From an optimization exercise on the open Yosys and OpenROAD flow, aimed at small area, a short achievable clock period and few clock cycles; shortcuts taken in it are not production practice. The RTL was checked by simulation tests, not by an equivalence proof against the original design. Power figures rest on the tool's default switching activity, not on a simulated workload.

File: flow/design.v
module bert_core (
    input  wire        clk,
    input  wire        rst,
    input  wire        cmd_valid,
    output wire        cmd_ready,
    input  wire [63:0] cmd_data,
    output reg         rsp_valid,
    output reg  [3:0]  rsp_status,
    output reg  [63:0] rsp_value,
    output reg         mem_req,
    output reg         mem_we,
    output reg  [31:0] mem_addr,
    output reg  [7:0]  mem_wdata,
    input  wire        mem_gnt,
    input  wire [7:0]  mem_rdata
);
    localparam [3:0] ST_OK      = 4'd0;
    localparam [3:0] ST_ILLEGAL = 4'd1;
    localparam [3:0] ST_CONFIG  = 4'd2;
    localparam [3:0] ST_NOTCONF = 4'd3;
    localparam [3:0] ST_RANGE   = 4'd4;
    localparam [2:0] S_IDLE = 3'd0;
    localparam [2:0] S_DEC  = 3'd1;
    localparam [2:0] S_GEN  = 3'd2;
    localparam [2:0] S_RD   = 3'd3;
    localparam [2:0] S_DEC2 = 3'd4;    
    function [31:0] tap_mask(input [5:0] n);
        case (n)
            6'd2:  tap_mask = 32'h00000003;
            6'd3:  tap_mask = 32'h00000006;
            6'd4:  tap_mask = 32'h0000000C;
            6'd5:  tap_mask = 32'h00000014;
            6'd6:  tap_mask = 32'h00000030;
            6'd7:  tap_mask = 32'h00000060;
            6'd8:  tap_mask = 32'h000000E1;
            6'd9:  tap_mask = 32'h00000110;
            6'd10: tap_mask = 32'h00000240;
            6'd11: tap_mask = 32'h00000500;
            6'd12: tap_mask = 32'h00000E08;
            6'd13: tap_mask = 32'h00001C80;
            6'd14: tap_mask = 32'h00003802;
            6'd15: tap_mask = 32'h00006000;
            6'd16: tap_mask = 32'h0000D008;
            6'd17: tap_mask = 32'h00012000;
            6'd18: tap_mask = 32'h00020400;
            6'd19: tap_mask = 32'h00072000;
            6'd20: tap_mask = 32'h00090000;
            6'd21: tap_mask = 32'h00140000;
            6'd22: tap_mask = 32'h00300000;
            6'd23: tap_mask = 32'h00420000;
            6'd24: tap_mask = 32'h00E10000;
            6'd25: tap_mask = 32'h01200000;
            6'd26: tap_mask = 32'h03880000;
            6'd27: tap_mask = 32'h07200000;
            6'd28: tap_mask = 32'h09000000;
            6'd29: tap_mask = 32'h14000000;
            6'd30: tap_mask = 32'h38000040;
            6'd31: tap_mask = 32'h48000000;
            6'd32: tap_mask = 32'hE0000200;
            default: tap_mask = 32'h00000000;
        endcase
    endfunction
    function slow_order(input [5:0] n);
        slow_order = (n < 6'd6) || (n == 6'd8) || (n == 6'd12) ||
                     (n == 6'd14) || (n == 6'd16);
    endfunction
    function [6:0] subsat(input [6:0] v, input [3:0] s);
        subsat = (v > {3'd0, s}) ? v - {3'd0, s} : 7'd0;
    endfunction
    function [3:0] pop8(input [7:0] v);
        reg [1:0] p0, p1, p2, p3;
        reg [2:0] q0, q1;
        begin
            p0 = {1'b0, v[0]} + {1'b0, v[1]};
            p1 = {1'b0, v[2]} + {1'b0, v[3]};
            p2 = {1'b0, v[4]} + {1'b0, v[5]};
            p3 = {1'b0, v[6]} + {1'b0, v[7]};
            q0 = {1'b0, p0} + {1'b0, p1};
            q1 = {1'b0, p2} + {1'b0, p3};
            pop8 = {1'b0, q0} + {1'b0, q1};
        end
    endfunction
    function [7:0] rev8(input [7:0] v);
        rev8 = {v[0], v[1], v[2], v[3], v[4], v[5], v[6], v[7]};
    endfunction
    reg [2:0]  st;
    reg        rb;            
    reg        rdy;
    reg [7:0]  op;
    reg [23:0] len;           
    assign cmd_ready = rdy;
    wire fmt_o_ok = (len == 24'd0) && (mem_addr[31:6] == 26'd0);
    wire fmt_q_ok = (len == 24'd0) && (mem_addr == 32'd0);
    wire [5:0] c_order = mem_addr[5:0];
    wire is_gen_init = (op == 8'h10) && fmt_o_ok;
    wire is_gen_fill = (op == 8'h11);
    wire is_chk_init = (op == 8'h20) && fmt_o_ok;
    wire is_chk_chk  = (op == 8'h21);
    wire is_query    = (op[7:3] == 5'b00101) && (op[2:0] <= 3'd4) && fmt_q_ok;
    wire order_ok  = (c_order >= 6'd2) && (c_order <= 6'd32);
    wire [24:0] rsum      = {1'b0, mem_addr[23:0]} + {1'b0, len};
    wire        range_bad = (&mem_addr[31:24]) && rsum[24] && (rsum[23:0] != 24'd0);
    wire        hi_addr   = (&mem_addr[31:24]) && (st == S_DEC);
    wire        rbad      = (st == S_DEC2) && rb;
    reg        gen_conf;
    reg [5:0]  gen_order;
    reg [31:0] gen_h;         
    reg        chk_conf;
    reg [5:0]  chk_order;
    reg        chk_sync;      
    reg [31:0] chk_h;         
    reg [5:0]  slack;         
    reg [6:0]  rem;           
    reg [5:0]  zr;            
    reg [6:0]  qr;            
    reg        clr;           
    reg [63:0] rx_v;  reg [7:1] rx_c;  reg rx_s;    
    reg [63:0] in_v;  reg [7:1] in_c;  reg in_s;
    reg [63:0] er_v;  reg [7:1] er_c;  reg er_s;
    reg [63:0] ls_v;  reg [7:1] ls_c;  reg ls_s;
    wire [63:0] rx_val = rx_s ? {64{1'b1}} : rx_v;
    wire [63:0] in_val = in_s ? {64{1'b1}} : in_v;
    wire [63:0] er_val = er_s ? {64{1'b1}} : er_v;
    wire [63:0] ls_val = ls_s ? {64{1'b1}} : ls_v;
    reg [31:0] tp;            
    reg        ser;           
    reg [23:0] cnt;           
    reg        cnt0, cnt1;    
    reg [7:0]  fifo [0:7];
    reg [2:0]  wp;            
    reg [2:0]  rp_s;          
    reg [2:0]  rp_c;          
    reg [2:0]  occ;           
    reg        rvd;           
    reg [7:0]  head;          
    reg [31:0] hw;            
    reg [7:0]  pfx_s;         
    reg [2:0]  o_s;           
    reg [63:0] hist;          
    reg [7:0]  ebuf;          
    reg        va;
    reg [7:0]  xa;            
    reg [7:0]  ba;            
    reg [7:0]  nba;           
    reg [7:0]  xba;           
    reg [2:0]  oa;
    reg        sa;            
    reg        vb;
    reg [7:0]  evb;           
    reg [7:0]  xb2, nb2, mb2;
    reg [2:0]  ob2;
    reg        sb;
    reg [7:0]  xe2;           
    reg        it;            
    reg [2:0]  itp;           
    reg [7:0]  pfx_c;
    reg [2:0]  o_c;
    reg        fl;            
    reg [7:0]  c_ins;
    reg [7:0]  c_err;
    reg        c_loss;
    reg [3:0]  c_ins_n, c_err_n;
    wire gen_act   = (st == S_GEN);
    wire rd_grant  = mem_req && mem_gnt && !mem_we;
    wire pipe_busy = (occ != 3'd0) || va || vb || fl || rvd || it;
    wire rx_busy   = pipe_busy || (rx_c != 7'd0);
    wire chk_busy  = pipe_busy || (c_ins != 8'd0) || c_loss || (c_ins_n != 4'd0) ||
                     (in_c != 7'd0) || (er_c != 7'd0) || (ls_c != 7'd0) || clr;
    wire dec_wait  = (op == 8'h28) ? rx_busy : chk_busy;
    wire [7:0] bb = rev8(head);
    wire       pm = gen_act || chk_sync;       
    reg [7:0]  lt;            
    reg [7:0]  m;             
    reg [7:0]  nbnc;          
    reg [7:0]  th;            
    reg [7:0]  t;             
    reg [7:0]  nbv;           
    reg [31:0] hterms;
    reg [7:0]  bterms;
    integer    k, i;
    always @(*) begin
        for (k = 0; k < 8; k = k + 1) begin
            lt[k]   = (k < o_s);
            m[k]    = ser ? (k == o_s) : !lt[k];
            nbnc[k] = lt[k] ? pfx_s[k] : bb[k];
        end
        for (k = 0; k < 8; k = k + 1) begin
            for (i = 0; i < 32; i = i + 1)
                hterms[i] = (i >= k) ? (tp[i] & hw[i - k]) : 1'b0;
            th[k] = ^hterms;
            for (i = 0; i < 8; i = i + 1) begin
                if (i >= k)
                    bterms[i] = 1'b0;
                else if (i >= 4)
                    bterms[i] = tp[i] & nbv[k - 1 - i];
                else
                    bterms[i] = tp[i] & nbnc[k - 1 - i];
            end
            t[k]   = th[k] ^ (^bterms);
            nbv[k] = lt[k] ? pfx_s[k] : (pm ? t[k] : bb[k]);
        end
    end
    wire [7:0] x  = bb ^ t;
    wire [7:0] ea = m & x & {8{chk_sync}};
    wire [7:0] ebuf_n = ea | (~m & ebuf);
    wire [71:0] uvec;
    genvar gi;
    generate
        for (gi = 0; gi < 64; gi = gi + 1) begin : g_u
            assign uvec[gi] = hist[63 - gi];
        end
        for (gi = 0; gi < 8; gi = gi + 1) begin : g_ue
            assign uvec[64 + gi] = ebuf[gi];
        end
    endgenerate
    wire [5:0]  xsh = ~{chk_order[4:0], 1'b0} + 6'd1;    
    wire [71:0] xw  = uvec >> xsh;
    wire a_done   = !ser || (o_s == 3'd7);
    wire gen_step = !cnt0 && ((ser && (o_s != 3'd7)) || !mem_req || mem_gnt);
    wire a_chk    = !gen_act && !fl && !it && (rp_s != wp);
    wire a_go     = gen_act ? gen_step : a_chk;
    wire [2:0] rp_s_n = fl ? rp_c : ((a_chk && a_done) ? rp_s + 3'd1 : rp_s);
    wire [5:0] n  = chk_order;
    wire [6:0] n2 = {chk_order, 1'b0};
    function [7:0] sort8(input [7:0] v);
        reg [7:0] a;
        reg       h;
        begin
            a = v;
            begin h = a[0] | a[1]; a[1] = a[0] & a[1]; a[0] = h; end begin h = a[2] | a[3]; a[3] = a[2] & a[3]; a[2] = h; end begin h = a[4] | a[5]; a[5] = a[4] & a[5]; a[4] = h; end begin h = a[6] | a[7]; a[7] = a[6] & a[7]; a[6] = h; end
            begin h = a[0] | a[2]; a[2] = a[0] & a[2]; a[0] = h; end begin h = a[1] | a[3]; a[3] = a[1] & a[3]; a[1] = h; end begin h = a[4] | a[6]; a[6] = a[4] & a[6]; a[4] = h; end begin h = a[5] | a[7]; a[7] = a[5] & a[7]; a[5] = h; end
            begin h = a[1] | a[2]; a[2] = a[1] & a[2]; a[1] = h; end begin h = a[5] | a[6]; a[6] = a[5] & a[6]; a[5] = h; end
            begin h = a[0] | a[4]; a[4] = a[0] & a[4]; a[0] = h; end begin h = a[1] | a[5]; a[5] = a[1] & a[5]; a[1] = h; end begin h = a[2] | a[6]; a[6] = a[2] & a[6]; a[2] = h; end begin h = a[3] | a[7]; a[7] = a[3] & a[7]; a[3] = h; end
            begin h = a[2] | a[4]; a[4] = a[2] & a[4]; a[2] = h; end begin h = a[3] | a[5]; a[5] = a[3] & a[5]; a[3] = h; end
            begin h = a[1] | a[2]; a[2] = a[1] & a[2]; a[1] = h; end begin h = a[3] | a[4]; a[4] = a[3] & a[4]; a[3] = h; end begin h = a[5] | a[6]; a[6] = a[5] & a[6]; a[5] = h; end
            sort8 = a;
        end
    endfunction
    reg [7:0] m1;
    always @(*) begin
        for (k = 0; k < 8; k = k + 1)
            m1[k] = sa ? (k == oa) : (k >= oa);
    end
    wire [7:0] um = sort8(m1 & xa);        
    wire [3:0] u7 = pop8(m1 & xa);
    wire [3:0] x7 = pop8(m1 & xba);
    reg        sus;
    always @(*) begin
        sus = 1'b0;
        for (k = 0; k < 8; k = k + 1)
            if (slack == k) sus = um[k];
    end
    wire ite  = xb2[itp];
    wire itx  = xe2[itp];
    wire itlo = ite && !itx && (slack == 6'd0);
    function [3:0] act_upto(input [2:0] o, input s, input integer kk);
        act_upto = (kk < o) ? 4'd0 : (s ? 4'd1 : kk + 1 - o);
    endfunction
    reg [7:0] le, mz;
    reg [3:0] ak;
    reg       full, zok, qz, cnd, lossk;
    reg [7:0] ev;
    always @(*) begin
        for (k = 0; k < 8; k = k + 1) begin
            for (i = 0; i < 8; i = i + 1) begin
                le[i] = m1[i] && (i <= k);
                mz[i] = le[i] && ((i + n) > k);
            end
            ak    = act_upto(oa, sa, k);
            full  = ({3'd0, ak} >= rem);
            cnd   = ((k + 1) >= (oa + n)) || ({2'd0, ak} >= zr);
            zok   = !(|(xa & mz)) && cnd;
            qz    = !(|(ba & le)) && ({3'd0, ak} >= qr);
            lossk = sa && xa[k] && !xba[k] && (slack == 6'd0);
            ev[k] = m1[k] && (chk_sync ? lossk : (full && zok && !qz));
        end
    end
    wire [3:0] a7  = sa ? 4'd1 : 4'd8 - {1'b0, oa};
    wire [7:0] xm  = m1 & xa;
    wire [7:0] bm  = m1 & ba;
    wire       zx7 = !(|xm);
    wire       zb7 = !(|bm);
    reg  [3:0] r7, rq7;
    always @(*) begin
        r7 = 4'd0; rq7 = 4'd0;
        for (k = 0; k < 8; k = k + 1) begin
            if (xm[k]) r7  = 4'd7 - k;
            if (bm[k]) rq7 = 4'd7 - k;
        end
        if (sa) begin r7 = 4'd0; rq7 = 4'd0; end
    end
    reg [7:0] cm;                      
    reg       anyev;
    reg [2:0] kend;                    
    always @(*) begin
        anyev = 1'b0;
        kend  = sb ? ob2 : 3'd7;
        for (k = 0; k < 8; k = k + 1) begin
            cm[k] = mb2[k] && !anyev;
            if (evb[k] && !anyev) kend = k;
            anyev = anyev || evb[k];
        end
    end
    wire       b_go   = vb && !fl;
    wire       b_done = (kend == 3'd7);
    wire [7:0] nbf    = (cm & nb2) | (~cm & pfx_c);
    function [71:0] cnt_step(input [63:0] v, input [7:1] c, input [3:0] inc);
        reg [8:0] s;
        integer j;
        begin
            s = {1'b0, v[7:0]} + {5'd0, inc};
            cnt_step[7:0] = s[7:0];
            cnt_step[64]  = s[8];
            for (j = 1; j < 8; j = j + 1) begin
                cnt_step[8*j +: 8] = v[8*j +: 8] + {7'd0, c[j]};
                cnt_step[64 + j]   = c[j] & (&v[8*j +: 8]);
            end
        end
    endfunction
    wire [71:0] rx_n = cnt_step(rx_v, rx_c, {rvd, 3'b000});
    wire [71:0] in_n = cnt_step(in_v, in_c, c_ins_n);
    wire [71:0] er_n = cnt_step(er_v, er_c, c_err_n);
    wire [71:0] ls_n = cnt_step(ls_v, ls_c, {3'd0, c_loss});
    always @(posedge clk) begin
        if (rdy) begin
            op  <= cmd_data[63:56];
            len <= cmd_data[55:32];
        end
        if (rvd) begin
            fifo[wp] <= mem_rdata;
            wp       <= wp + 3'd1;
        end
        head <= (rvd && (wp == rp_s_n)) ? mem_rdata : fifo[rp_s_n];
        rvd <= rd_grant;
        occ <= occ + {2'd0, rd_grant} - {2'd0, b_go && b_done};
        if (clr) begin
            rx_v <= 64'd0; rx_c <= 7'd0; rx_s <= 1'b0;
            in_v <= 64'd0; in_c <= 7'd0; in_s <= 1'b0;
            er_v <= 64'd0; er_c <= 7'd0; er_s <= 1'b0;
            ls_v <= 64'd0; ls_c <= 7'd0; ls_s <= 1'b0;
        end else begin
            rx_v <= rx_n[63:0]; rx_c <= rx_n[70:64]; rx_s <= rx_s || rx_n[71];
            in_v <= in_n[63:0]; in_c <= in_n[70:64]; in_s <= in_s || in_n[71];
            er_v <= er_n[63:0]; er_c <= er_n[70:64]; er_s <= er_s || er_n[71];
            ls_v <= ls_n[63:0]; ls_c <= ls_n[70:64]; ls_s <= ls_s || ls_n[71];
        end
        clr <= 1'b0;
        va <= 1'b0;
        if (fl) begin
            hw    <= chk_h;
            pfx_s <= pfx_c;
            o_s   <= o_c;
            rp_s  <= rp_c;
            hist  <= 64'd0;
            ebuf  <= 8'd0;
        end else if (a_go) begin
            pfx_s <= nbv;
            if (a_done) begin
                o_s <= 3'd0;
                hw  <= {hw[23:0], rev8(nbv)};
            end else begin
                o_s <= o_s + 3'd1;
            end
            if (!gen_act) begin
                va    <= 1'b1;
                ebuf  <= ebuf_n;
                if (a_done) begin
                    rp_s <= rp_s + 3'd1;
                    hist <= {hist[55:0], rev8(ebuf_n)};
                end
            end
        end
        if (!it) begin
            xa  <= x;
            ba  <= bb;
            nba <= nbv;
            xba <= xw[7:0];
            oa  <= o_s;
            sa  <= ser;
        end else begin
            va  <= va && !fl;
        end
        vb <= 1'b0;
        if (!it) begin
            evb <= ev;
            xb2 <= xa;
            xe2 <= xba;
            nb2 <= nba;
            mb2 <= m1;
            ob2 <= oa;
            sb  <= sa;
            itp <= oa;
        end
        if (fl) begin
            it    <= 1'b0;
            slack <= n;
            rem   <= n2;
            zr    <= n;
            qr    <= n2;
        end else if (it) begin
            itp <= itp + 3'd1;
            evb <= 8'd1 << itp;
            if (itlo || itp == 3'd7) begin
                it <= 1'b0;
                vb <= 1'b1;
            end
            if (!itlo) begin
                evb   <= 8'd0;
                slack <= slack + {5'd0, itx} - {5'd0, ite};
            end
        end else if (va && chk_sync && !sa && sus) begin
            it <= 1'b1;
        end else if (va) begin
            vb    <= 1'b1;
            slack <= slack + {2'd0, x7} - {2'd0, u7};
            rem   <= subsat(rem, a7);
            zr    <= zx7 ? subsat({1'b0, zr}, a7) : subsat({1'b0, n}, r7);
            qr    <= zb7 ? subsat(qr, a7) : subsat(n2, rq7);
        end
        fl     <= 1'b0;
        c_ins  <= 8'd0;
        c_err  <= 8'd0;
        c_loss <= 1'b0;
        if (b_go) begin
            pfx_c <= nbf;
            if (b_done) begin
                o_c   <= 3'd0;
                chk_h <= {chk_h[23:0], rev8(nbf)};
                rp_c  <= rp_c + 3'd1;
            end else begin
                o_c <= kend + 3'd1;
            end
            if (chk_sync) begin
                c_ins  <= cm;
                c_err  <= cm & xb2;
                c_loss <= anyev;
            end
            if (anyev) begin
                fl       <= 1'b1;
                chk_sync <= !chk_sync;
            end
        end
        c_ins_n <= pop8(c_ins);
        c_err_n <= pop8(c_err);
        rsp_valid <= 1'b0;
        case (st)
            S_IDLE: begin
                if (cmd_valid) begin
                    rdy <= 1'b0;
                    st  <= S_DEC;
                end
            end
            S_DEC, S_DEC2: begin
                cnt  <= len;
                cnt0 <= (len == 24'd0);
                cnt1 <= (len == 24'd1);
                if (!dec_wait && is_gen_fill) begin
                    hw  <= gen_h;
                    tp  <= tap_mask(gen_order);
                    ser <= slow_order(gen_order);
                end
                if (!dec_wait && is_chk_chk) begin
                    hw  <= chk_h;
                    tp  <= tap_mask(chk_order);
                    ser <= slow_order(chk_order);
                end
                if (!dec_wait) begin
                    rsp_status <= ST_OK;
                    rsp_value  <= 64'd0;
                    rsp_valid  <= 1'b1;
                    rdy        <= 1'b1;
                    st         <= S_IDLE;
                    o_s        <= 3'd0;
                    if (is_gen_init) begin
                        if (!order_ok) rsp_status <= ST_CONFIG;
                        else begin
                            gen_conf  <= 1'b1;
                            gen_order <= c_order;
                            gen_h     <= 32'd1;
                        end
                    end else if (is_chk_init) begin
                        if (!order_ok) rsp_status <= ST_CONFIG;
                        else begin
                            chk_conf  <= 1'b1;
                            chk_order <= c_order;
                            chk_h     <= 32'd1;
                            chk_sync  <= 1'b0;
                            rem       <= {c_order, 1'b0};
                            zr        <= c_order;
                            qr        <= {c_order, 1'b0};
                            slack     <= c_order;
                            clr       <= 1'b1;
                        end
                    end else if (is_gen_fill) begin
                        if (!gen_conf) rsp_status <= ST_NOTCONF;
                        else if (hi_addr) begin
                            rsp_valid <= 1'b0;
                            rdy       <= 1'b0;
                            st        <= S_DEC2;
                            rb        <= range_bad;
                        end else if (rbad) rsp_status <= ST_RANGE;
                        else if (len != 24'd0) begin
                            rsp_valid <= 1'b0;
                            rdy       <= 1'b0;
                            st        <= S_GEN;
                        end
                    end else if (is_chk_chk) begin
                        if (!chk_conf) rsp_status <= ST_NOTCONF;
                        else if (hi_addr) begin
                            rsp_valid <= 1'b0;
                            rdy       <= 1'b0;
                            st        <= S_DEC2;
                            rb        <= range_bad;
                        end else if (rbad) rsp_status <= ST_RANGE;
                        else if (len != 24'd0) begin
                            rsp_valid <= 1'b0;
                            rdy       <= 1'b0;
                            st        <= S_RD;
                            mem_req   <= 1'b1;
                            mem_we    <= 1'b0;
                        end
                    end else if (is_query) begin
                        if (!chk_conf) rsp_status <= ST_NOTCONF;
                        else begin
                            case (op[2:0])
                                3'd0:    rsp_value <= rx_val;
                                3'd1:    rsp_value <= in_val;
                                3'd2:    rsp_value <= er_val;
                                3'd3:    rsp_value <= {63'd0, chk_sync};
                                default: rsp_value <= ls_val;
                            endcase
                        end
                    end else begin
                        rsp_status <= ST_ILLEGAL;
                    end
                end
            end
            S_GEN: begin
                if (gen_step && a_done) begin
                    mem_req   <= 1'b1;
                    mem_we    <= 1'b1;
                    mem_wdata <= rev8(nbv);
                    cnt       <= cnt - 24'd1;
                    cnt0      <= cnt1;
                    cnt1      <= (cnt == 24'd2);
                end else if (mem_req && mem_gnt) begin
                    mem_req <= 1'b0;
                    if (cnt0) begin
                        rsp_status <= ST_OK;
                        rsp_value  <= 64'd0;
                        rsp_valid  <= 1'b1;
                        rdy        <= 1'b1;
                        st         <= S_IDLE;
                        gen_h      <= hw;
                    end
                end
            end
            default: begin  
                if (mem_req && !mem_gnt) begin
                end else if (!cnt1 && ({1'b0, occ} + {3'd0, rd_grant}) <= 4'd5) begin
                    mem_req <= 1'b1;
                    cnt     <= cnt - 24'd1;
                    cnt1    <= (cnt == 24'd2);
                end else begin
                    mem_req <= 1'b0;
                    if (rd_grant && cnt1) begin
                        rsp_status <= ST_OK;
                        rsp_value  <= 64'd0;
                        rsp_valid  <= 1'b1;
                        rdy        <= 1'b1;
                        st         <= S_IDLE;
                    end
                end
            end
        endcase
        if (rdy) mem_addr <= cmd_data[31:0];
        else if (mem_req && mem_gnt) mem_addr <= mem_addr + 32'd1;
        if (rst) begin
            st        <= S_IDLE;
            rdy       <= 1'b1;
            rsp_valid <= 1'b0;
            mem_req   <= 1'b0;
            mem_we    <= 1'b0;
            gen_conf  <= 1'b0;
            chk_conf  <= 1'b0;
            o_s       <= 3'd0;
            wp        <= 3'd0;
            rp_s      <= 3'd0;
            rp_c      <= 3'd0;
            occ       <= 3'd0;
            rvd       <= 1'b0;
            va        <= 1'b0;
            vb        <= 1'b0;
            it        <= 1'b0;
            fl        <= 1'b0;
            clr       <= 1'b0;
            c_ins     <= 8'd0;
            c_err     <= 8'd0;
            c_loss    <= 1'b0;
            c_ins_n   <= 4'd0;
            c_err_n   <= 4'd0;
            rx_c      <= 7'd0;
            in_c      <= 7'd0;
            er_c      <= 7'd0;
            ls_c      <= 7'd0;
            rx_v[7:0] <= 8'd0;
            in_v[7:0] <= 8'd0;
            er_v[7:0] <= 8'd0;
            ls_v[7:0] <= 8'd0;
        end
    end
endmodule
File: flow/flow/run.sh
#!/bin/bash
# Standard layout, with timing repair aiming below the clock period (a larger
# setup margin) on all violating endpoints.
set -euo pipefail
bash standard.sh SETUP_SLACK_MARGIN=8 TNS_END_PERCENT=100 finish > standard.log 2>&1
File: flow/standard.sh
#!/bin/bash
# synth_recipe.tcl (not shown) runs the flow's synth.tcl, then flattens the netlist and writes it again
# the make line also repeats each setting of config.mk as NAME=value (left out here)
make -C /OpenROAD-flow-scripts/flow DESIGN_CONFIG=/design/flow/config.mk WORK_HOME=/design/flow/orfs CLKGATE_MAP_FILE= SYNTH_SCRIPT=/design/flow/synth_recipe.tcl "${@:-finish}"
File: flow/config.mk
export PLATFORM = sky130hd
export DESIGN_NAME = bert_core
export DESIGN_NICKNAME = bert_core
export VERILOG_FILES = /design/flow/design.v
export SDC_FILE = /design/flow/constraint.sdc
export NUM_CORES = 4
export LEC_CHECK = 0
export CAP_MARGIN = 20
export CORE_MARGIN = 2
export CORE_UTILIZATION = 40
export SLEW_MARGIN = 20
File: flow/constraint.sdc
create_clock -name core_clock -period 11.0 [get_ports {clk}]
set_input_delay 2.2000 -clock core_clock [delete_from_list [all_inputs] [get_ports {clk}]]
set_output_delay 2.2000 -clock core_clock [all_outputs]
set_load 0.01 [all_outputs]
==> parameters.txt, run 1 <==
Parameter                              Value

STA
  Fin worst setup slack ... 5.687 ns
  Max-slew violations ... 0
  Setup-violating endpoint count in the final report ... 0
  Clock Skews ... 0.04311 ns
  Tightest Pin Transition ... 1.122 ns
  Headroom to the max-slew limit ... 0.2486
  Clock period minus worst slack ... 5.313 ns
  Number of failing hold endpoints at the final stage ... 0
  Peak Freq ... 188.2 MHz
  Period utilization ... 0.4830
  Setup repair after global routing missed its margin ... yes
  Fin Setup TNS ... 0 ns
  Final hold slack ... 0.4044 ns

Pwr
  Clock Power Share ... 0.253
  Standby leakage power ... 27.81 nW
  Overall power after layout ... 0.01510 W
  Total power density per cell area ... 213.6 mW/mm²
  Internal power ... 0.009629 W
  Portion of total power attributed to sequential cells ... 0.326
  Proportion of total power due to net switching ... 0.3622
  Combinational fraction of design power ... 0.422
  Maximum VDD drop ... 271.9 µV
  Net switching power ... 0.005468 W

Place
  Post-Place Setup Slack ... 5.292 ns
  GP Congestion ... 0.9425
  Quantity of I/O buffers inserted on ports ... 186
  Detailed placement HPWL ... 125300 µm

Worst setup path
  Setup crit end kind ... flip-flop
  WP data required ... 11.60 ns
  Type of the worst setup path ... reg -> reg
  CP startpoint kind ... flip-flop
  Data arrival, critical path ... 5.91 ns
  Maximum fanout along the worst path ... 6

Global route
  Largest net degree at the start of global routing ... 83
  GRT Max-Usage Layer ... met2
  Met1 Track Usage GR ... 0.3364
  Global routing met3 resource utilization ... 0.05075
  First-pass GRT wire length ... 286700 µm
  Total GRT Usage ... 0.2650
  GR Layer Usage met2 ... 0.4308
  Via count of the first global-routing pass ... 45890
  Overflow left after global routing ... 0
  Initial antenna violation count ... 7

Synthesis
  Post-Synthesis Cells ... 6033
  Async set or reset register ratio after synthesis ... 0
  Sequential share of the synthesized area ... 0.4295
  Ys flop type ... sky130_fd_sc_hd__dfxtp_1
  Post-Synthesis Cell Area ... 0.05481 mm²
  Number of synthesized flops with an enable pin ... 398
  Synth Register Bits ... 977
  Mapped Avg Cell Area ... 9.085 µm²
  Library cells used by synthesis ... 79
  Count of warnings emitted by yosys ... 1

Route
  # DRC ... 0
  Wire length reported by the detailed router ... 199700 µm
  Drt first-iter violations ... 4799
  Mean routed wirelength per cell ... 23.80 µm
  Number of vias per cell ... 5.769
  Antenna-violating nets left ... 0
  Iteration count of the initial detailed-routing pass ... 6
  Total via count in the routed design ... 48390

Status
  Result of the run ... complete, no violations

Job
  Max capacitance violation total ... 0

Clock tree
  Later-pin clock latency in the skew report ... 0.76 ns
  Clock tree from TritonCTS ... built
  Clock-pin transition on the worst setup and hold timing paths ... 0.06 ns
  CTS root buffer ... sky130_fd_sc_hd__clkbuf_16
  Level count of the clock H-tree ... 3
  Worst-case clock buffer depth ... 3
  TritonCTS buffer count ... 106
  Sinks on Clock Net ... 977

Cells and area
  Number of nets at the end of the flow ... 6917
  Leading cell types in the layout, fill and taps excluded ... sky130_fd_sc_hd__nand2_1 (796), sky130_fd_sc_hd__nor2_1 (555), sky130_fd_sc_hd__dfxtp_1 (523), sky130_fd_sc_hd__edfxtp_1 (398), sky130_fd_sc_hd__a21oi_1 (302)
  Leading cell type in the layout, fill and taps excluded ... sky130_fd_sc_hd__nand2_1
  Number of filler instances in the final layout ... 12030
  Fraction of final layout cells with drive strength greater than 1 ... 0.2353
  Synth-to-layout area growth ... 28.95%

Hold path
  Hold crit path type ... reg -> reg

Die
  Number of top-level pins ... 188
  Height of the die ... 374.2 µm
  # rows ... 135
  Effective utilization at floorplan ... 0.4036
  Die footprint ... 0.1400 mm²
  Die boundary width ... 374.2 µm
  Area inside the core boundary ... 0.1358 mm²
kinds of logic after synthesis:
family,Yosys count,synth area share
DFF,977,0.4295
AOI/OAI and AO/OA,1102,0.1215
and+or+nand+nor,2460,0.2027
muxes,167,0.05109
other,1,0.00006842
xor gates and xnor gates,485,0.07951
adders and majority gates,333,0.08027
buffers and inverters,508,0.03529
per-layer routing:
metal	up-vias	part of all wire
met5	-	0.00027
met4	8	0.059
met3	625	0.084
met2	2212	0.46
met1	23370	0.40
li1	22180	-
sequential cells by signal, summed over array words and instances, names as in the netlist, 24 cells and up, named ones only:
name / flops
len: 24
tp: 32
gen_h: 32
hw: 32
mem_addr: 32
cnt: 24
fifo: 64
in_v: 64
rsp_value: 64
ls_v: 64
rx_v: 61
er_v: 64
chk_h: 32
hist: 64
cell type report:
| class | instances | area (µm²) | area share |
|---|---|---|---|
| clock inverters | 57 | 802.0 | 0.01135 |
| well taps | 1781 | 2228 | 0.03153 |
| diodes | 2 | 5.005 | 0.00007082 |
| clock buffers | 145 | 2909 | 0.04116 |
| multi-input cells | 4564 | 33180 | 0.4694 |
| inverters | 178 | 758.2 | 0.01073 |
| repair inverters | 1 | 8.758 | 0.0001239 |
| repair buffers | 683 | 7116 | 0.1007 |
| flip-flops and latches | 977 | 23670 | 0.3349 |
worst max-delay path, cell delays in order (launching register included):
cell and delay, ns:
sky130_fd_sc_hd__edfxtp_1 0.50, sky130_fd_sc_hd__inv_2 0.12, sky130_fd_sc_hd__ha_4 0.19, sky130_fd_sc_hd__ha_4 0.17, sky130_fd_sc_hd__or2_4 0.24, sky130_fd_sc_hd__and2_4 0.14, sky130_fd_sc_hd__fa_1 0.49, sky130_fd_sc_hd__inv_1 0.05
sky130_fd_sc_hd__fa_1 0.48, sky130_fd_sc_hd__inv_1 0.05, sky130_fd_sc_hd__fa_1 0.47, sky130_fd_sc_hd__inv_1 0.05, sky130_fd_sc_hd__fa_1 0.49, sky130_fd_sc_hd__inv_2 0.04, sky130_fd_sc_hd__fa_2 0.35, sky130_fd_sc_hd__ha_4 0.18
sky130_fd_sc_hd__inv_2 0.05, sky130_fd_sc_hd__fa_2 0.19, sky130_fd_sc_hd__inv_1 0.04, sky130_fd_sc_hd__a21o_1 0.18, sky130_fd_sc_hd__a21oi_2 0.13, sky130_fd_sc_hd__xnor2_1 0.15, sky130_fd_sc_hd__mux2i_1 0.12, sky130_fd_sc_hd__a21oi_1 0.20
sky130_fd_sc_hd__a21oi_1 0.06
repair_timing:
item	CTS	global route
hold endpoints to repair	0	0
setup endpoints to repair	731	588
pin swaps	112	222
hold buffers	0	0
gates cloned	25	18
gates resized for setup	1001	462
buffers inserted	272	123
worst paths after layout:
check / endpoint / cells past startpoint / slack, ns / start
setup / recovery: slack[5]$_DFF_P_ / 24 / 5.69 / oa[1]$_DFFE_PN_
hold / removal: nb2[6]$_DFFE_PN_ / 0 / 0.40 / nba[6]$_DFFE_PN_
setup reg to reg: slack[5]$_DFF_P_ / 24 / 5.69 / oa[1]$_DFFE_PN_
hold reg to reg: nb2[6]$_DFFE_PN_ / 0 / 0.40 / nba[6]$_DFFE_PN_
power groups by stage:
stage                     sequential [W]  clock (W)  combinational [W]
after floorplan                  0.00462          0            0.00348
after global placement           0.00501          0            0.00462
after detailed placement         0.00500          0            0.00464
after CTS                        0.00488    0.00386            0.00560
after global routing             0.00495    0.00400            0.00675
final                            0.00492    0.00381            0.00637
cells in the mapped netlist, types with 17 or more instances:
cell,n,area [µm²]
sky130_fd_sc_hd__inv_1,170,638.1
sky130_fd_sc_hd__nand2_1,863,3239
sky130_fd_sc_hd__xor2_1,196,1717
sky130_fd_sc_hd__mux2i_1,48,480.5
sky130_fd_sc_hd__nor2_1,664,2492
sky130_fd_sc_hd__o21ai_0,282,1411
sky130_fd_sc_hd__nor4_1,43,269.0
sky130_fd_sc_hd__or3_1,61,381.6
sky130_fd_sc_hd__buf_1,44,165.2
sky130_fd_sc_hd__dfxtp_1,579,11590
sky130_fd_sc_hd__a211oi_1,27,202.7
sky130_fd_sc_hd__ha_1,298,3729
sky130_fd_sc_hd__o22ai_1,94,588.1
sky130_fd_sc_hd__nand4_1,24,150.1
sky130_fd_sc_hd__a21o_1,75,563.0
sky130_fd_sc_hd__edfxtp_1,398,11950
sky130_fd_sc_hd__xnor2_1,281,2461
sky130_fd_sc_hd__a22oi_1,23,172.7
sky130_fd_sc_hd__a31oi_1,25,156.4
sky130_fd_sc_hd__mux2_2,32,360.4
sky130_fd_sc_hd__mux4_2,87,1959
sky130_fd_sc_hd__o32ai_1,56,490.5
sky130_fd_sc_hd__nand2b_1,89,556.8
sky130_fd_sc_hd__nor3_1,143,715.7
sky130_fd_sc_hd__fa_1,32,640.6
sky130_fd_sc_hd__and2_1,36,225.2
sky130_fd_sc_hd__and3_1,98,613.1
sky130_fd_sc_hd__a21oi_1,372,1862
sky130_fd_sc_hd__nor2b_1,97,606.8
sky130_fd_sc_hd__o21a_1,24,180.2
sky130_fd_sc_hd__nand3_1,286,1431
sky130_fd_sc_hd__clkbuf_1,273,1025
sky130_fd_sc_hd__o211ai_1,17,127.6
through the flow:
stage          area (µm²)  utilization  cells
6_report            70670       0.5204   8388
5_1_grt             70670       0.5204   8386
3_5_place_dp        58950       0.4341   7746
2_1_floorplan       55830            -   6045
3_3_place_gp        58950       0.4341   7746
4_1_cts             67300       0.4956   8245
Testbench counts, summed over its fixed seeds: cycles 23,216.
==> run 2: changes to the inputs <==
==> flow/run.sh (new file) <==
#!/bin/bash
# synth_recipe.tcl (not shown) runs the flow's synth.tcl, then flattens the netlist and writes it again
# the make line also repeats each setting of config.mk as NAME=value (left out here)
make -C /OpenROAD-flow-scripts/flow DESIGN_CONFIG=/design/flow/config.mk WORK_HOME=/design/flow/orfs CLKGATE_MAP_FILE= SYNTH_SCRIPT=/design/flow/synth_recipe.tcl finish
--- a/flow/config.mk
+++ b/flow/config.mk
@@ -8,4 +8,5 @@
 export CAP_MARGIN = 20
 export CORE_MARGIN = 2
 export CORE_UTILIZATION = 40
+export SETUP_SLACK_MARGIN = 5
 export SLEW_MARGIN = 20
removed: flow/flow/run.sh
removed: flow/standard.sh
==> run 2 against run 1 <==
Sequential share of layout area rose by 4.3 points. Clock-buffer cell count is 10 lower. Die area unchanged. Register-to-register slack got worse by 0.36 ns. Clock skew down 0.0054 ns. Global-route usage is 2.2 points lower. Cell area is 12% lower. Routed wire length decreased by 13%.
==> parameters.txt, run 2 <==
Parameter                              Value

Global route
  Overflow left after global routing ... 0 (unchanged)
  Via count of the first global-routing pass ... 43730 (was 45890)
  Total GRT Usage ... 0.2425 (was 0.2650)
  Initial antenna violation count ... 7 (unchanged)
  Largest net degree at the start of global routing ... 87 (was 83)
  First-pass GRT wire length ... 265500 µm (was 286700 µm)

Worst setup path
  Setup crit end kind ... flip-flop (unchanged)
  WP data required ... 11.57 ns (was 11.60 ns)
  Maximum fanout along the worst path ... 6 (unchanged)
  Sequence of cells on the critical path ... inv_2 -> ha_1 -> ha_2 -> or2_2 -> and2_1 -> fa_1 -> inv_1 -> fa_1 -> inv_1 -> fa_1 -> inv_1 -> fa_1 -> inv_1 -> fa_1 -> ha_1 -> inv_1 -> fa_1 -> inv_1 -> a21o_1 -> a21oi_1 -> xnor2_1 -> mux2i_1 -> a21oi_1 -> a21oi_1 (was inv_2 -> ha_4 -> ha_4 -> or2_4 -> and2_4 -> fa_1 -> inv_1 -> fa_1 -> inv_1 -> fa_1 -> inv_1 -> fa_1 -> inv_2 -> fa_2 -> ha_4 -> inv_2 -> fa_2 -> inv_1 -> a21o_1 -> a21oi_2 -> xnor2_1 -> mux2i_1 -> a21oi_1 -> a21oi_1)
  Number of cell instances on the worst register-to-register path ... 24 (unchanged)
  Cell with the largest stage delay on the worst path ... sky130_fd_sc_hd__fa_1 (was sky130_fd_sc_hd__edfxtp_1)
  Type of the worst setup path ... reg -> reg (unchanged)
  Slowest stage delay, CP ... 0.54 ns (was 0.50 ns)
  Data arrival, critical path ... 6.24 ns (was 5.91 ns)
  CP startpoint kind ... flip-flop (unchanged)
  Worst setup slack for register-to-register paths ... 5.33 ns (was 5.69 ns)
  Reg-to-reg critical path endpoint ... slack[5]$_DFF_P_ (unchanged)
  Worst r2r src ... oa[1]$_DFFE_PN_ (unchanged)

Status
  Result of the run ... complete, no violations (unchanged)

Route
  Antenna-violating nets left ... 0 (unchanged)
  Mean routed wirelength per cell ... 21.83 µm (was 23.80 µm)
  Total via count in the routed design ... 45280 (was 48390)
  # DRC ... 0 (unchanged)
  Number of vias per cell ... 5.674 (was 5.769)
  Drt first-iter violations ... 4427 (was 4799)
  Wire length reported by the detailed router ... 174200 µm (was 199700 µm)
  Iteration count of the initial detailed-routing pass ... 7 (was 6)

Clock tree
  Clock-pin transition on the worst setup and hold timing paths ... 0.06 ns (about the same)
  TritonCTS buffer count ... 109 (was 106)
  Level count of the clock H-tree ... 3 (unchanged)
  Worst-case clock buffer depth ... 3 (unchanged)
  CTS root buffer ... sky130_fd_sc_hd__clkbuf_16 (unchanged)
  Sinks on Clock Net ... 977 (unchanged)
  Later-pin clock latency in the skew report ... 0.74 ns (was 0.76 ns)
  Hold Buf Count CTS ... 0 (unchanged)
  Clock tree from TritonCTS ... built (unchanged)

Die
  Die boundary width ... 374.2 µm (unchanged)
  Height of the die ... 374.2 µm (unchanged)
  Effective utilization at floorplan ... 0.4036 (unchanged)
  Number of top-level pins ... 188 (unchanged)
  Area inside the core boundary ... 0.1358 mm² (unchanged)
  Die footprint ... 0.1400 mm² (unchanged)
  # rows ... 135 (unchanged)

Synthesis
  Mapped Avg Cell Area ... 9.085 µm² (unchanged)
  Biggest area consumer among synthesized cells ... sky130_fd_sc_hd__edfxtp_1 (unchanged)
  Post-Synthesis Cell Area ... 0.05481 mm² (unchanged)
  Top cells by area, synth ... sky130_fd_sc_hd__edfxtp_1 (22%), sky130_fd_sc_hd__dfxtp_1 (21%), sky130_fd_sc_hd__ha_1 (6.8%), sky130_fd_sc_hd__nand2_1 (5.9%), sky130_fd_sc_hd__nor2_1 (4.5%) (unchanged)
  Synth Register Bits ... 977 (unchanged)
  Post-Synthesis Cells ... 6033 (unchanged)
  Ys flop type ... sky130_fd_sc_hd__dfxtp_1 (unchanged)
  Async set or reset register ratio after synthesis ... 0 (unchanged)
  Most frequent cell after synthesis ... sky130_fd_sc_hd__nand2_1 (unchanged)
  Synth top area share ... 0.2181 (unchanged)
  Library cells used by synthesis ... 79 (unchanged)
  Count of warnings emitted by yosys ... 1 (unchanged)
  Sequential share of the synthesized area ... 0.4295 (unchanged)
  Cell types with the highest counts after synthesis ... sky130_fd_sc_hd__nand2_1 (863), sky130_fd_sc_hd__nor2_1 (664), sky130_fd_sc_hd__dfxtp_1 (579) (unchanged)
  Number of synthesized flops with an enable pin ... 398 (unchanged)

Place
  Detailed placement HPWL ... 124200 µm (was 125300 µm)
  GP Congestion ... 0.9747 (was 0.9425)
  Post-detailed-placement cell area ... 0.05843 mm² (was 0.05895 mm²)
  Quantity of I/O buffers inserted on ports ... 186 (unchanged)

Cells and area
  Leading cell types in the layout, fill and taps excluded ... sky130_fd_sc_hd__nand2_1 (861), sky130_fd_sc_hd__nor2_1 (660), sky130_fd_sc_hd__dfxtp_1 (575), sky130_fd_sc_hd__edfxtp_1 (398), sky130_fd_sc_hd__a21oi_1 (371) (was sky130_fd_sc_hd__nand2_1 (796), sky130_fd_sc_hd__nor2_1 (555), sky130_fd_sc_hd__dfxtp_1 (523), sky130_fd_sc_hd__edfxtp_1 (398), sky130_fd_sc_hd__a21oi_1 (302))
  Leading cell type in the layout, fill and taps excluded ... sky130_fd_sc_hd__nand2_1 (unchanged)
  Synth-to-layout area growth ... 13.71% (was 28.95%)
  Fraction of final layout cells with drive strength greater than 1 ... 0.06955 (was 0.2353)
  Number of nets at the end of the flow ... 6506 (was 6917)
  Final cell area excluding filler cells ... 0.06232 mm² (was 0.07067 mm²)

STA
  Clock period minus worst slack ... 5.674 ns (was 5.313 ns)
  Number of failing hold endpoints at the final stage ... 0 (unchanged)
  Setup-violating endpoint count in the final report ... 0 (unchanged)
  Clock Skews ... 0.03775 ns (was 0.04311 ns)
  Tightest Pin Transition ... 1.029 ns (was 1.122 ns)
  Max-slew violations ... 0 (unchanged)
  Fin Setup TNS ... 0 ns (unchanged)
  Final hold slack ... 0.4268 ns (was 0.4044 ns)
  Period utilization ... 0.5158 (was 0.4830)
  Headroom to the max-slew limit ... 0.2945 (was 0.2486)
  Setup repair after global routing missed its margin ... no (was yes)
  Peak Freq ... 176.2 MHz (was 188.2 MHz)

Hold path
  Hold path start ... nba[3]$_DFFE_PN_ (was nba[6]$_DFFE_PN_)
  Number of stages on the worst hold path ... 0 (unchanged)
  Hold crit path type ... reg -> reg (unchanged)
  WHS Endpoint ... nb2[3]$_DFFE_PN_ (was nb2[6]$_DFFE_PN_)

Pwr
  Maximum VDD drop ... 181.5 µV (was 271.9 µV)
  Total power density per cell area ... 214.2 mW/mm² (was 213.6 mW/mm²)
  Standby leakage power ... 24.30 nW (was 27.81 nW)

Job
  Max capacitance violation total ... 0 (unchanged)
## run 2: kinds of logic after synthesis
| family | count (synthesis) | share of synthesized area |
|---|---|---|
| compound gates | 1102 | 0.1215 |
| fa+ha+maj | 333 | 0.08027 |
| other cells | 1 | 0.00006842 |
| simple gates | 2460 | 0.2027 |
| mux | 167 | 0.05109 |
| flops | 977 | 0.4295 |
| buf+inv | 508 | 0.03529 |
| xor+xnor | 485 | 0.07951 |
## run 2: cell type report
cell class / instances / area (µm²)
diodes: 1 / 2.502
clock buffers: 135 / 2888
clock inverters: 73 / 885.9
fillers: 13120 / 73490
inverters: 178 / 670.6
multi-input cells: 4560 / 29580
flip-flops and latches: 977 / 23550
well taps: 1781 / 2228
repair buffers: 274 / 2515
## run 2: where the power goes
part	internal (W)	switching, W	total, W	leakage (nW)
Clock	0.00224	0.00160	0.00383	1.82
Sequential	0.00428	0.000623	0.00490	8.67
Combinational	0.00206	0.00256	0.00461	13.8
Total	0.00857	0.00478	0.0133	24.3
## run 2: critical path: cells and delay by family (launching register included)
family          cells  cell delay (ns)
buf+inv             7             0.48
fa+ha+maj           9             3.29
mux                 1             0.09
xor+xnor            1             0.14
compound gates      4             0.55
flops               1             0.44
simple gates        2             0.54
## run 2: metal layers
metal | global-route usage | wire, µm
met1 | 0.3182 | 73410
met2 | 0.3972 | 80580
met3 | 0.04482 | 13450
met4 | 0.09114 | 6675
met5 | 0 | 47
## run 2: worst max path at each step
stage | slack (ns) | cells after the start | to | start
finish | 5.33 | 24 | slack[5]$_DFF_P_ | oa[1]$_DFFE_PN_
global placement | 4.68 | 24 | slack[5]$_DFF_P_ | oa[2]$_DFFE_PN_
detailed placement | 4.59 | 24 | slack[5]$_DFF_P_ | oa[2]$_DFFE_PN_
floorplan | 5.14 | 25 | slack[5]$_DFF_P_ | oa[2]$_DFFE_PN_
CTS | 5.13 | 24 | slack[5]$_DFF_P_ | oa[1]$_DFFE_PN_
global route | 5.02 | 23 | slack[5]$_DFF_P_ | oa[0]$_DFFE_PN_
## run 2: stage by stage
| step | setup slack [ns] | instances | util | total power, W |
|---|---|---|---|---|
| 6_report | 5.326 | 7979 | 0.4589 | 0.01335 |
| 4_1_cts | 5.128 | 7977 | 0.4586 | 0.01339 |
| 3_3_place_gp | 4.676 | 7760 | 0.4301 | 0.009498 |
| 2_1_floorplan | 5.142 | 6045 | - | 0.007984 |
| 3_5_place_dp | 4.593 | 7761 | 0.4302 | 0.009530 |
| 5_1_grt | 5.021 | 7978 | 0.4589 | 0.01400 |
## run 2: what timing repair did
item | 4_1_cts | 5_1_grt
cloned | 0 | 0
resized for setup | 3 | 9
endpoints found under the setup margin | 4 | 2
setup buffers | 8 | 1
==> run 3: changes to the inputs <==
--- a/flow/design.v
+++ b/flow/design.v
@@ -126,7 +126,15 @@
     reg        ser;           
     reg [23:0] cnt;           
     reg        cnt0, cnt1;    
-    reg [7:0]  fifo [0:7];
+    reg [7:0]  f0, f1, f2, f3, f4, f5, f6, f7;
+    function [7:0] fsel(input [2:0] p, input [7:0] a0, input [7:0] a1, input [7:0] a2,
+                        input [7:0] a3, input [7:0] a4, input [7:0] a5, input [7:0] a6,
+                        input [7:0] a7);
+        case (p)
+            3'd0: fsel = a0; 3'd1: fsel = a1; 3'd2: fsel = a2; 3'd3: fsel = a3;
+            3'd4: fsel = a4; 3'd5: fsel = a5; 3'd6: fsel = a6; default: fsel = a7;
+        endcase
+    endfunction
     reg [2:0]  wp;            
     reg [2:0]  rp_s;          
     reg [2:0]  rp_c;          
@@ -145,6 +153,7 @@
     reg [7:0]  xba;           
     reg [2:0]  oa;
     reg        sa;            
+    reg [3:0]  x7a;           
     reg        vb;
     reg [7:0]  evb;           
     reg [7:0]  xb2, nb2, mb2;
@@ -219,7 +228,10 @@
     wire gen_step = !cnt0 && ((ser && (o_s != 3'd7)) || !mem_req || mem_gnt);
     wire a_chk    = !gen_act && !fl && !it && (rp_s != wp);
     wire a_go     = gen_act ? gen_step : a_chk;
-    wire [2:0] rp_s_n = fl ? rp_c : ((a_chk && a_done) ? rp_s + 3'd1 : rp_s);
+    wire [2:0] rp_s1 = rp_s + 3'd1;
+    wire [7:0] h_c   = fsel(rp_c,  f0, f1, f2, f3, f4, f5, f6, f7);
+    wire [7:0] h_s1  = fsel(rp_s1, f0, f1, f2, f3, f4, f5, f6, f7);
+    wire [7:0] h_s0  = fsel(rp_s,  f0, f1, f2, f3, f4, f5, f6, f7);
     wire [5:0] n  = chk_order;
     wire [6:0] n2 = {chk_order, 1'b0};
     function [7:0] sort8(input [7:0] v);
@@ -242,8 +254,8 @@
             m1[k] = sa ? (k == oa) : (k >= oa);
     end
     wire [7:0] um = sort8(m1 & xa);        
-    wire [3:0] u7 = pop8(m1 & xa);
-    wire [3:0] x7 = pop8(m1 & xba);
+    wire [3:0] u7 = {um[7], um[3] & !um[7], (um[1] & !um[3]) | (um[5] & !um[7]),
+                     (um[0] & !um[1]) | (um[2] & !um[3]) | (um[4] & !um[5]) | (um[6] & !um[7])};
     reg        sus;
     always @(*) begin
         sus = 1'b0;
@@ -327,10 +339,20 @@
             len <= cmd_data[55:32];
         end
         if (rvd) begin
-            fifo[wp] <= mem_rdata;
-            wp       <= wp + 3'd1;
-        end
-        head <= (rvd && (wp == rp_s_n)) ? mem_rdata : fifo[rp_s_n];
+            case (wp)
+                3'd0: f0 <= mem_rdata; 3'd1: f1 <= mem_rdata;
+                3'd2: f2 <= mem_rdata; 3'd3: f3 <= mem_rdata;
+                3'd4: f4 <= mem_rdata; 3'd5: f5 <= mem_rdata;
+                3'd6: f6 <= mem_rdata; default: f7 <= mem_rdata;
+            endcase
+            wp <= wp + 3'd1;
+        end
+        if (fl)
+            head <= (rvd && (wp == rp_c)) ? mem_rdata : h_c;
+        else if (a_chk && a_done)
+            head <= (rvd && (wp == rp_s1)) ? mem_rdata : h_s1;
+        else
+            head <= (rvd && (wp == rp_s)) ? mem_rdata : h_s0;
         rvd <= rd_grant;
         occ <= occ + {2'd0, rd_grant} - {2'd0, b_go && b_done};
         if (clr) begin
@@ -365,7 +387,7 @@
                 va    <= 1'b1;
                 ebuf  <= ebuf_n;
                 if (a_done) begin
-                    rp_s <= rp_s + 3'd1;
+                    rp_s <= rp_s1;
                     hist <= {hist[55:0], rev8(ebuf_n)};
                 end
             end
@@ -375,6 +397,7 @@
             ba  <= bb;
             nba <= nbv;
             xba <= xw[7:0];
+            x7a <= pop8(m & xw[7:0]);
             oa  <= o_s;
             sa  <= ser;
         end else begin
@@ -412,7 +435,7 @@
             it <= 1'b1;
         end else if (va) begin
             vb    <= 1'b1;
-            slack <= slack + {2'd0, x7} - {2'd0, u7};
+            slack <= (slack + {2'd0, x7a}) - {2'd0, u7};
             rem   <= subsat(rem, a7);
             zr    <= zx7 ? subsat({1'b0, zr}, a7) : subsat({1'b0, n}, r7);
             qr    <= zb7 ? subsat(qr, a7) : subsat(n2, rq7);
==> run 3 against run 2 <==
Worst setup slack lost 0.025 ns. Clock power up 2%. Routed wire length is 4.1% higher. Cell count grew 4.0%. First-iteration DRC count increased by 2.7%. Area after synthesis grew 2.6%. Clock skew up 0.042 ns. Critical path type unchanged. Largest cell class unchanged. Largest power group is now combinational logic. Highest routed layer is now met4.
==> parameters.txt, run 3 <==
Parameter                              Value

Status
  Result of the run ... complete, no violations (unchanged)

Synthesis
  Number of synthesized flops with an enable pin ... 402 (was 398)
  Biggest area consumer among synthesized cells ... sky130_fd_sc_hd__edfxtp_1 (unchanged)
  Ys flop type ... sky130_fd_sc_hd__dfxtp_1 (unchanged)
  Synth Register Bits ... 986 (was 977)
  Count of warnings emitted by yosys ... 1 (unchanged)
  Synthesized-area fraction occupied by ao, oa, aoi and oai cells ... 0.1480 (was 0.1215)
  Cell types with the highest counts after synthesis ... sky130_fd_sc_hd__nand2_1 (995), sky130_fd_sc_hd__dfxtp_1 (584), sky130_fd_sc_hd__nor2_1 (543) (was sky130_fd_sc_hd__nand2_1 (863), sky130_fd_sc_hd__nor2_1 (664), sky130_fd_sc_hd__dfxtp_1 (579))
  Library cells used by synthesis ... 103 (was 79)
  Simple-gate area share of the yosys netlist ... 0.1954 (was 0.2027)
  Main combinational cell family by area after synthesis ... simple AND/OR/NAND/NOR gates (unchanged)
  Most frequent cell after synthesis ... sky130_fd_sc_hd__nand2_1 (unchanged)
  Mux contribution to synthesized area ... 0.03870 (was 0.05109)
  Synth top area share ... 0.2147 (was 0.2181)
  Area share of fa/ha/maj cells after synthesis ... 0.08035 (was 0.08027)
  Post-Synthesis Cell Area ... 0.05622 mm² (was 0.05481 mm²)
  Post-synthesis share of cell area spent on xor and xnor gates ... 0.07714 (was 0.07951)
  Async set or reset register ratio after synthesis ... 0 (unchanged)
  Mapped Avg Cell Area ... 8.918 µm² (was 9.085 µm²)
  Top cells by area, synth ... sky130_fd_sc_hd__edfxtp_1 (21%), sky130_fd_sc_hd__dfxtp_1 (21%), sky130_fd_sc_hd__ha_1 (7.1%), sky130_fd_sc_hd__nand2_1 (6.6%), sky130_fd_sc_hd__xnor2_1 (4.5%) (was sky130_fd_sc_hd__edfxtp_1 (22%), sky130_fd_sc_hd__dfxtp_1 (21%), sky130_fd_sc_hd__ha_1 (6.8%), sky130_fd_sc_hd__nand2_1 (5.9%), sky130_fd_sc_hd__nor2_1 (4.5%))
  Sequential share of the synthesized area ... 0.4227 (was 0.4295)
  Post-Synthesis Cells ... 6304 (was 6033)

STA
  Headroom to the max-slew limit ... 0.08421 (was 0.2945)
  Setup repair after global routing missed its margin ... no (unchanged)
  Max-slew violations ... 0 (unchanged)
  Clock period minus worst slack ... 5.699 ns (was 5.674 ns)
  Fin Setup TNS ... 0 ns (unchanged)
  Final hold slack ... 0.4228 ns (was 0.4268 ns)
  Peak Freq ... 175.5 MHz (was 176.2 MHz)
  Number of failing hold endpoints at the final stage ... 0 (unchanged)
  Period utilization ... 0.5181 (was 0.5158)
  Clock Skews ... 0.07949 ns (was 0.03775 ns)
  Setup-violating endpoint count in the final report ... 0 (unchanged)
  Tightest Pin Transition ... 1.374 ns (was 1.029 ns)

Route
  Total via count in the routed design ... 47020 (was 45280)
  Drt first-iter violations ... 4548 (was 4427)
  Antenna-violating nets left ... 0 (unchanged)
  Wire length reported by the detailed router ... 181300 µm (was 174200 µm)
  Iteration count of the initial detailed-routing pass ... 9 (was 7)
  Number of vias per cell ... 5.665 (was 5.674)
  Mean routed wirelength per cell ... 21.84 µm (was 21.83 µm)
  # DRC ... 0 (unchanged)

Global route
  First-pass GRT wire length ... 276500 µm (was 265500 µm)
  Initial antenna violation count ... 4 (was 7)
  Total GRT Usage ... 0.2482 (was 0.2425)
  Overflow left after global routing ... 0 (unchanged)
  Via count of the first global-routing pass ... 45170 (was 43730)
  Largest net degree at the start of global routing ... 229 (was 87)

Clock tree
  Sinks on Clock Net ... 986 (was 977)
  CTS root buffer ... sky130_fd_sc_hd__clkbuf_16 (unchanged)
  TritonCTS buffer count ... 111 (was 109)
  Clock-pin transition on the worst setup and hold timing paths ... 0.06 ns (about the same)
  Later-pin clock latency in the skew report ... 0.79 ns (was 0.74 ns)
  Clock tree from TritonCTS ... built (unchanged)
  Worst-case clock buffer depth ... 3 (unchanged)
  Level count of the clock H-tree ... 3 (unchanged)

Worst setup path
  Number of cell instances on the worst register-to-register path ... 20 (was 24)
  Dominant delay contributor by cell family on the critical path ... adder cells (unchanged)
  Worst setup slack for register-to-register paths ... 5.30 ns (was 5.33 ns)
  CP startpoint kind ... flip-flop (unchanged)
  Sequence of cells on the critical path ... buf_4 -> inv_1 -> buf_6 -> ha_2 -> xor2_2 -> buf_4 -> a211oi_1 -> a311oi_1 -> a31oi_1 -> mux2_2 -> and2_1 -> fa_1 -> inv_1 -> fa_1 -> inv_1 -> fa_1 -> ha_1 -> inv_1 -> fa_1 -> xnor2_1 (was inv_2 -> ha_1 -> ha_2 -> or2_2 -> and2_1 -> fa_1 -> inv_1 -> fa_1 -> inv_1 -> fa_1 -> inv_1 -> fa_1 -> inv_1 -> fa_1 -> ha_1 -> inv_1 -> fa_1 -> inv_1 -> a21o_1 -> a21oi_1 -> xnor2_1 -> mux2i_1 -> a21oi_1 -> a21oi_1)
  Maximum fanout along the worst path ... 44 (was 6)
  Type of the worst setup path ... reg -> reg (unchanged)
  Reg-to-reg critical path endpoint ... x7a[2]$_DFFE_PN_ (was slack[5]$_DFF_P_)
  Worst r2r src ... chk_order[0]$_DFFE_PP_ (was oa[1]$_DFFE_PN_)
  Buffers and inverters on the worst path ... 7 (unchanged)
  Data arrival, critical path ... 6.18 ns (was 6.24 ns)
  Slowest stage delay, CP ... 0.56 ns (was 0.54 ns)
  Setup crit end kind ... flip-flop (unchanged)
  Cell with the largest stage delay on the worst path ... sky130_fd_sc_hd__fa_1 (unchanged)
  WP data required ... 11.48 ns (was 11.57 ns)

Die
  # rows ... 137 (was 135)
  Die boundary width ... 378.9 µm (was 374.2 µm)
  Effective utilization at floorplan ... 0.4029 (was 0.4036)
  Height of the die ... 378.9 µm (was 374.2 µm)
  Die footprint ... 0.1436 mm² (was 0.1400 mm²)
  Number of top-level pins ... 188 (unchanged)
  Area inside the core boundary ... 0.1395 mm² (was 0.1358 mm²)

Pwr
  Total power density per cell area ... 256.2 mW/mm² (was 214.2 mW/mm²)
  Maximum VDD drop ... 217.4 µV (was 181.5 µV)
  Standby leakage power ... 24.61 nW (was 24.30 nW)

Cells and area
  Area used by multi-input combinational logic ... 0.03053 mm² (was 0.02958 mm²)
  Register Area ... 0.02378 mm² (was 0.02355 mm²)
  Leading cell types in the layout, fill and taps excluded ... sky130_fd_sc_hd__nand2_1 (993), sky130_fd_sc_hd__dfxtp_1 (579), sky130_fd_sc_hd__nor2_1 (540), sky130_fd_sc_hd__a21oi_1 (430), sky130_fd_sc_hd__edfxtp_1 (402) (was sky130_fd_sc_hd__nand2_1 (861), sky130_fd_sc_hd__nor2_1 (660), sky130_fd_sc_hd__dfxtp_1 (575), sky130_fd_sc_hd__edfxtp_1 (398), sky130_fd_sc_hd__a21oi_1 (371))
  Final cell area excluding filler cells ... 0.06365 mm² (was 0.06232 mm²)
  Number of filler instances in the final layout ... 13620 (was 13120)
  Leading cell type in the layout, fill and taps excluded ... sky130_fd_sc_hd__nand2_1 (unchanged)
  Number of nets at the end of the flow ... 6745 (was 6506)
  Synth-to-layout area growth ... 13.22% (was 13.71%)
  Fraction of final layout cells with drive strength greater than 1 ... 0.06695 (was 0.06955)

Job
  Max capacitance violation total ... 0 (unchanged)

Place
  Quantity of I/O buffers inserted on ports ... 186 (unchanged)
  Detailed placement HPWL ... 128200 µm (was 124200 µm)
  Post-detailed-placement cell area ... 0.05974 mm² (was 0.05843 mm²)
  GP Congestion ... 0.9695 (was 0.9747)

Hold path
  Hold crit path type ... reg -> reg (unchanged)
  Number of stages on the worst hold path ... 0 (unchanged)
  WHS Endpoint ... nb2[7]$_DFFE_PN_ (was nb2[3]$_DFFE_PN_)
  Hold path start ... nba[7]$_DFFE_PN_ (was nba[3]$_DFFE_PN_)
[run 3: cell types whose count changed in the layout (fill, tap and decap cells not counted), sizes merged, moves of 50 or more]
cell / before / now
nand2: 864 / 995
nor2: 664 / 544
o22ai: 94 / 175
o21ai: 286 / 359
a21oi: 372 / 434
o32ai: 56 / 6
[run 3: cells by family (layout without fill, tap and decap cells)]
logic type / count (synthesis) / after routing
xor+xnor: 487 / 487
flops: 986 / 986
simple gates: 2423 / 2423
other cells: 1 / 14
buf+inv: 543 / 650
fa+ha+maj: 345 / 345
mux: 161 / 161
compound gates: 1358 / 1358
[run 3: power breakdown]
group | switching [W] | internal, W
clock | 0.00166 | 0.00224
sequential | 0.000870 | 0.00461
combinational | 0.00413 | 0.00279
[run 3: stage by stage]
step | cells | power (W) | worst slack, ns | utilization
3_3_place_gp | 8086 | 0.01227 | 4.917 | 0.4282
6_report | 8300 | 0.01631 | 5.301 | 0.4562
5_1_grt | 8299 | 0.01709 | 5.001 | 0.4562
4_1_cts | 8298 | 0.01629 | 5.074 | 0.4559
2_1_floorplan | 6316 | 0.009770 | 5.007 | -
3_5_place_dp | 8086 | 0.01233 | 4.916 | 0.4282
[run 3: area by class of cell]
cell class	count	share of cell area
antenna	1	0.00003932
timing repair buffer	264	0.03902
inverter	175	0.01034
multi-input combinational	4787	0.4796
sequential	986	0.3736
clock inverter	62	0.01170
clock buffer	149	0.04885
tap	1876	0.03688
[run 3: layer usage]
metal	up-vias	share of wire	track usage	wire, µm
li1	22290	-	-	-
met1	22570	0.44	0.3372	79710
met2	1790	0.45	0.3929	81100
met3	367	0.071	0.04105	12800
met4	0	0.042	0.09883	7653
met5	-	0	0	0
[run 3: worst max path at each step]
stage | depth (start not counted) | end | slack (ns) | start
2_1_floorplan | 24 | x7a[2]$_DFFE_PN_ | 5.01 | chk_order[0]$_DFFE_PP_
3_3_place_gp | 18 | x7a[1]$_DFFE_PN_ | 4.92 | chk_order[1]$_DFFE_PP_
3_5_place_dp | 18 | x7a[2]$_DFFE_PN_ | 4.92 | chk_order[1]$_DFFE_PP_
4_1_cts | 20 | x7a[2]$_DFFE_PN_ | 5.07 | chk_order[0]$_DFFE_PP_
5_1_grt | 20 | slack[5]$_DFF_P_ | 5.00 | oa[2]$_DFFE_PN_
6_report | 20 | x7a[2]$_DFFE_PN_ | 5.30 | chk_order[0]$_DFFE_PP_
[run 3: repair_timing]
action                                 CTS  global route
buffers inserted                         1             1
setup endpoints to repair                2             2
endpoints found under the hold margin    0             0
gates cloned                             0             0
resized for setup                        0             2
hold buffers                             0             0
pin swaps                                1             1
Testbench counts of run 3, summed over its fixed seeds: cycles 23,216.

==> afterwards: timing with drivers on the ports <==
No port has a modelled driver above. Below, the same layouts with a new extraction and two added sets of constraints.
Step 1 assumes that a clkbuf_16 drives the clock port and a buf_2 every other input.
Step 2 also shifts input and output timing later by t, the mid clock arrival at the registers, as if the neighbouring blocks saw the same clock.
Slacks: no drivers / after step 1 / after step 2; pairs: no drivers / after step 1.
run	t, ns	setup WS [ns]	worst slew at a driven data input, ns	pins driven straight from the clock port
run 1	0.827	5.687 / 5.687 / 5.687	0.11	1
run 2	0.806	5.326 / 5.326 / 5.326	0.10	1
run 3	0.823	5.301 / 5.301 / 5.301	0.11	1
After both steps setup and hold are still met in every run listed.
